Source: an optimization exercise on an open RTL-to-GDS flow (aim: small area, a short achievable clock period and few clock cycles). Production flows keep margins and buffers that such runs may drop.
Only simulation tests tie the RTL to the original design; equivalence was not proved.
Power figures rest on the tool's default switching activity, not on a simulated workload.

Setup of v44:
// vm_core
module vm_core (
    input  wire        clk,
    input  wire        rst,
    input  wire [15:0] code_len,
    input  wire [16:0] pool_len,
    output wire [15:0] imem_addr,
    input  wire [63:0] imem_data,
    output wire [15:0] cp_index,
    input  wire [1:0]  cp_kind,
    input  wire [63:0] cp_value,
    input  wire [15:0] cp_window,
    input  wire [15:0] cp_nret,
    output reg         emit_valid,
    output reg         emit_ret,
    output reg  [1:0]  emit_tag,
    output reg  [63:0] emit_data,
    output reg         halted,
    output reg  [2:0]  res_kind,
    output reg  [15:0] res_ip,
    output reg  [2:0]  res_depth
);
For scale: ~19000 cells after synthesis, ~320 I/O pins.
==> flow/config.mk <==
export PLATFORM = sky130hd
export DESIGN_NAME = vm_core
export DESIGN_NICKNAME = vm_core
export VERILOG_FILES = /design/flow/design.v
export SDC_FILE = /design/flow/constraint.sdc
export NUM_CORES = 8
export LEC_CHECK = 0
export CAP_MARGIN = 40
export CORE_MARGIN = 2
export CORE_UTILIZATION = 37
export PLACE_DENSITY = 0.55
export SLEW_MARGIN = 40
==> flow/constraint.sdc <==
create_clock -name core_clock -period 28.0 [get_ports {clk}]
set_input_delay 5.6000 -clock core_clock [delete_from_list [all_inputs] [get_ports {clk}]]
set_output_delay 5.6000 -clock core_clock [all_outputs]
set_load 0.01 [all_outputs]
standard.sh (not shown) runs the stock make flow with config.mk's settings and CLKGATE_MAP_FILE= SYNTH_SCRIPT=/design/flow/synth_recipe.tcl, a recipe that flattens the netlist after the stock synthesis.
==> flow/flow/run.sh <==
#!/bin/bash
set -euo pipefail
bash standard.sh synth > synth.log 2>&1
bash standard.sh SETUP_SLACK_MARGIN=21 \
    "CTS_ARGS=-sink_clustering_enable -repair_clock_nets -dont_use_dummy_load -buf_list {sky130_fd_sc_hd__clkbuf_4 sky130_fd_sc_hd__clkbuf_8}" \
    finish > layout.log 2>&1
Testbench counts of v44, summed over its fixed seeds: cycles 95,993.
Here is what was changed in the inputs of v10 compared with v44.
- swapping 0.55 for 0.5 in PLACE_DENSITY
- swapping 37 for 34 in CORE_UTILIZATION
--- a/flow/flow/run.sh
+++ b/flow/flow/run.sh
@@ -4 +4 @@
-bash standard.sh SETUP_SLACK_MARGIN=21 \
+bash standard.sh SETUP_SLACK_MARGIN=20.8 \
Total count of max-transition violations in the final report of v10 is on par with v44. v10: net count of the finished layout is 1.2% lower than what v44 reported. v10 ends up with a wire length on met2 that is 3.6% lower than in v44. [compare] base=v44 new=v10: total power has decreased, combinational cell fraction of total power has decreased, design area has decreased, count of buffers added by post-CTS timing repair for setup has decreased.
> inputs changed (v10 -> v39)
- a change of PLACE_DENSITY from 0.5 to 0.45
- a change of CORE_UTILIZATION from 34 to 30
--- a/flow/flow/run.sh
+++ b/flow/flow/run.sh
@@ -4 +4 @@
-bash standard.sh SETUP_SLACK_MARGIN=20.8 \
+bash standard.sh SETUP_SLACK_MARGIN=21 \
### Flow results
Going from v10 to v39, peak ir drop on the vdd network higher, clock power has increased, non-clock buffer instance count of the final layout increased by 269 relative to the old numbers, minimum clock period after layout higher, total routing resource utilization after global routing fell 2.6 points.
Max total length of routed wires across v39 and v10: v39
In the final reports, the cell area of v39 is larger than that of v10.
Placer congestion estimate was higher in the run labelled v10.
Data required time of the worst path (v39 over v10): decrease, 6.50 ns
[v39 vs v10] detailed-routed wire length on met2: higher in v39
#### Input delta (v54 over v39)
- PLACE_DENSITY now 0.5, was 0.45
- CORE_UTILIZATION now 34, was 30
==> flow/flow/run.sh <==
#!/bin/bash
set -euo pipefail
bash standard.sh synth > synth.log 2>&1
bash standard.sh SETUP_SLACK_MARGIN=21 \
    "CTS_ARGS=-sink_clustering_enable -repair_clock_nets -dont_use_dummy_load -buf_list {sky130_fd_sc_hd__clkbuf_2 sky130_fd_sc_hd__clkbuf_4}" \
    finish > layout.log 2>&1
Notes after the runs:
v54 vs v39: utilization up
Summary of the comparison: endpoint arrival time on the critical path is higher in v54, relative to v39.
v39 → v54: total of clock buffers placed in the layout +57%; height of the chip saw a decrease; cell count saw a decrease; worst path setup slack after routing shows a reduction of 0.43 ns; post-DP HPWL went down about 1.4%.
Via count, v39 and v54: smaller value in v39
Cell area | v54 vs v39 | v54 smaller
Taking v39 as the reference point, the weighted congestion at the end of routability-driven global placement of v54 falls by 0.012.
Fmax: v54 lower than v39
diff inputs: v54 => v29
==> flow/flow/run.sh <==
#!/bin/bash
set -euo pipefail
bash standard.sh synth > synth.log 2>&1
bash standard.sh SETUP_SLACK_MARGIN=20.6 \
    "CTS_ARGS=-sink_clustering_enable -repair_clock_nets -dont_use_dummy_load -buf_list {sky130_fd_sc_hd__clkbuf_4 sky130_fd_sc_hd__clkbuf_8}" \
    finish > layout.log 2>&1
[summary]
- v54 reports its endpoint of the worst setup timing path as cp_index[0] while v29 reports x_jhi.
- A cell at the slowest stage of the critical path of sky130_fd_sc_hd__clkdlybuf4s50_1 is what v29 shows, while sky130_fd_sc_hd__edfxtp_1 belongs to v54.
- From v54 to v29, total of buffers placed on input and output ports did not move at all.
- From v54 to v29 the numbers moved as follows: worst-case vdd ir drop lower; count of buffers added by post-CTS timing repair for setup lower.
- Worst setup slack: v29 > v54
- Area overhead of the layout relative to synthesis down 3.2 points in v29 wrt v54
- For antenna diode count, dividing the value from v54 by the value from v29 gives 0.79.

==> re-timing with driven ports <==
The results above use ideal ports. As a check the final layouts listed here were re-extracted and re-timed, cells and wires unchanged.
Step 1 sets driving cells, clkbuf_16 on the clock port and buf_2 on the other inputs (assumed; they add their load-dependent delay and slew).
Step 2 also shifts input and output timing later by t, the mid clock arrival at the registers, as if the neighbouring blocks saw the same clock.
Slacks: ideal ports / drivers / drivers and shift; pairs: ideal ports / drivers.
run | t (ns) | setup WS [ns] | hold slack, ns | worst setup path after step 2 | latest minus earliest clock arrival (ns)
v44 | 1.331 | 20.498 / 20.453 / 19.486 | 0.435 / 0.435 / 0.435 | input to register | 0.171 / 0.171
v10 | 1.293 | 20.544 / 20.496 / 19.501 | 0.442 / 0.442 / 0.442 | input to register | 0.203 / 0.203
v39 | 1.341 | 20.540 / 20.407 / 19.708 | 0.430 / 0.430 / 0.430 | input to register | 0.152 / 0.151
v54 | 1.773 | 20.112 / 19.982 / 19.201 | 0.372 / 0.372 / 0.372 | input to register | 0.417 / 0.418
v29 | 1.273 | 20.434 / 20.439 / 19.259 | 0.431 / 0.431 / 0.431 | input to register | 0.206 / 0.206
After both steps every run listed still meets setup and hold. The setup slack of v29, which loses most, moves by +0.005 ns with the drivers and by -1.175 ns with both steps.
